This is an optimization exercise on Yosys and OpenROAD, whose aim is small area, not a production implementation. The RTL was checked by simulation tests, not by an equivalence proof against the original design. No activity file was given, so power comes from the tool's default toggle rates.

// etu_da
module etu_da (
    input  wire        clk,
    input  wire        rst,           
    input  wire        op_valid,
    input  wire [31:0] op_word,
    output wire        resp_valid,
    output wire [2:0]  resp_status,
    output wire [15:0] resp_data,
    output reg         diag_valid,
    output wire [1:0]  diag_loop,
    output wire [7:0]  diag_state,
    output wire        trig,
    output wire [15:0] motor_out,
    output wire [15:0] steer_out,
    output wire        frozen,
    output wire        irq
);
For scale: ~740 cells after synthesis, roughly 170 flip-flops, roughly 100 I/O pins, roughly 0.0069 mm² of cells after synthesis.
==> flow/config.mk <==
export PLATFORM = sky130hd
export DESIGN_NAME = etu_da
export DESIGN_NICKNAME = etu_da
export VERILOG_FILES = /design/flow/design.v
export SDC_FILE = /design/flow/constraint.sdc
export NUM_CORES = 4
export LEC_CHECK = 0
export ABC_AREA = 1
export CAP_MARGIN = 0
export CORE_MARGIN = 2
export CORE_UTILIZATION = 60
export GPL_TIMING_DRIVEN = 0
export PLACE_DENSITY = 0.7
export SLEW_MARGIN = 0
==> flow/constraint.sdc <==
create_clock -name core_clock -period 6.0 [get_ports {clk}]
set_input_delay 1.2000 -clock core_clock [delete_from_list [all_inputs] [get_ports {clk}]]
set_output_delay 1.2000 -clock core_clock [all_outputs]
set_load 0.01 [all_outputs]
standard.sh (not shown) runs the stock make flow with config.mk's settings and CLKGATE_MAP_FILE= SYNTH_SCRIPT=/design/flow/synth_recipe.tcl, a recipe that flattens the netlist after the stock synthesis.
==> flow/flow/run.sh <==
#!/bin/bash
# Layout flow: the standard ORFS flow (standard.sh) with
#  - synthesis: the standard script with an area-oriented ABC mapping
#    (flow/synth_area.tcl, flow/area.abc) and no full-adder extraction;
#  - small (buf_1) port buffers;
#  - a clock tree of clkbuf_8 without dummy loads.
# Full tool output goes to flow.log here; per-step logs are under orfs/logs/.
set -euo pipefail
D=$(cd "$(dirname "${BASH_SOURCE[0]}")" && pwd)
export AREA_ABC_SCRIPT="$D/area.abc"
bash standard.sh finish \
  SYNTH_SCRIPT="$D/synth_area.tcl" \
  ADDER_MAP_FILE= \
  BUFFER_PORTS_ARGS="-buffer_cell sky130_fd_sc_hd__buf_1" \
  CTS_ARGS="-sink_clustering_enable -repair_clock_nets -dont_use_dummy_load -buf_list sky130_fd_sc_hd__clkbuf_8" \
  > flow.log 2>&1
==> flow/flow/area.abc <==
strash
&get -n
&fraig -x
&put
scorr
dc2
strash
&get -n
&dch -f
&nf -R 1000
&put
==> flow/flow/synth_area.tcl <==
# The standard synthesis script, with ABC's cell mapping replaced by an
# area-oriented script (flow/area.abc) and no full-adder extraction
# (ADDER_MAP_FILE is left empty by run.sh). Registers are mapped exactly as
# in the standard synthesis (dfflibmap runs before ABC, which sees only
# combinational logic).
proc synth {args} { yosys synth -nofsm -noshare {*}$args }
proc abc {args} {
  set i [lsearch -exact $args -script]
  if { $i >= 0 } {
    set args [lreplace $args $i [expr {$i + 1}] -script $::env(AREA_ABC_SCRIPT)]
  }
  yosys abc {*}$args
}
source $::env(SCRIPTS_DIR)/synth.tcl
# left out here: clear keep_hierarchy, flatten, clean up, hide names made inside functions, write 1_2_yosys.v
The starting point produced a clean layout.
Next try:
--- a/flow/design.v
+++ b/flow/design.v
@@ -228,26 +228,26 @@
                        ({16{cap_fall}} & tcnt);
         drive_cmd   <= ({8{h_dc}} & drive_cmd) | ({8{put2}} & imm[7:0]);
         motor_sp    <= ({16{h_msp}} & motor_sp) | ({16{put3}} & imm) |
                        ({16{run_car_ok}} & msp_car);
         steer_sp    <= ({16{h_ssp}} & steer_sp) | ({16{put4}} & imm) |
                        ({16{run_car_ok}} & ssp_car);
         st_echo     <= ({8{h_se}} & st_echo) | ({8{set0}} & imm[7:0]) | {7'd0, echo0};
         st_car      <= ({8{h_sc}} & st_car) | ({8{set1}} & imm[7:0]) |
                        ({8{run_car_ok}} & {6'd0, car_next});
         st_motor    <= ({8{h_sm}} & st_motor) | ({8{set2}} & imm[7:0]) | {7'd0, motor0};
         st_steer    <= ({8{h_ss}} & st_steer) | ({8{set3}} & imm[7:0]) | {7'd0, steer0};
-        wake_echo   <= ({6{h_we}} & wake_echo) | ({6{we_dec}} & (wake_echo - 6'd1)) |
-                       ({6{run_echo_ok}} & 6'd50);
-        wake_car    <= ({4{h_wc}} & wake_car) | ({4{wc_dec}} & (wake_car - 4'd1)) |
-                       ({4{run_car_ok}} & 4'd10);
+        wake_echo   <= ({6{h_we}} & wake_echo) | ({6{we_dec}} & {wake_echo[4:0], ~(wake_echo[5] ^ wake_echo[4])}) |
+                       ({6{run_echo_ok}} & 6'd57);
+        wake_car    <= ({4{h_wc}} & wake_car) | ({4{wc_dec}} & {wake_car[2:0], ~(wake_car[3] ^ wake_car[2])}) |
+                       ({4{run_car_ok}} & 4'd13);
         wake_motor  <= (nr && !q_ok && wake_motor) || run_motor_ok;
         wake_steer  <= (nr && !q_ok && wake_steer) || run_steer_ok;
         tcnt        <= ({16{h_tc}} & tcnt) | ({16{tick_l}} & tsum);
         es          <= (nr && !(cap || echo0) && es) || cap_fall || echo0;
         armed       <= (nr && armed) || echo0;
         capf        <= (nr && !(cap || echo0) && capf) || capf_set;
         trig_r      <= (nr && !(echo0 || echo1) && trig_r) || echo0 || (echo1 && !trig_r);
         echo_in     <= (!rst && !edge_l && echo_in) || (edge_l && imm[0]);
         fatal_f     <= (nr && fatal_f) || take_fatal;
         wdt_one     <= nr && (wdt_one || (q_ok && fatal_f));
         motor_out_r <= ({16{h_mo}} & motor_out_r) | ({16{motor1}} & motor_sp);
Result: The changed run finished clean. Total power barely changes. Global-route usage rose by 1.2 points. Synthesized area rose by about 0.7%. Maximum frequency fell by about 0.3%. Wire length rose by about 4%. Final area rose by about 1.8%. Utilization rose by 0.90 points.

[separate check: timing with driven ports]
No port has a modelled driver above. Below, the same layouts with a new extraction and two added sets of constraints. Step 1, drivers: a clkbuf_16 drives clk and a buf_2 each remaining input, both assumed. Step 2 times the ports against the registers' clock, not the clock port: input delays grow and output delays shrink by t, the midpoint of the rising clock arrivals with the driver on. a / b / c = ideal / step 1 / step 2; a / b = the first two.
run | shift t [ns] | slack for setup (ns) | worst register clock-pin slew, ns
the first run | 0.486 | 0.499 / 0.520 / 0.034 | 0.09 / 0.09
the second run | 0.484 | 0.482 / 0.498 / 0.013 | 0.08 / 0.08
After both steps every run listed still meets setup and hold. For the second run, which loses most, drivers alone change the setup slack by +0.016 ns; drivers and shift together by -0.469 ns.
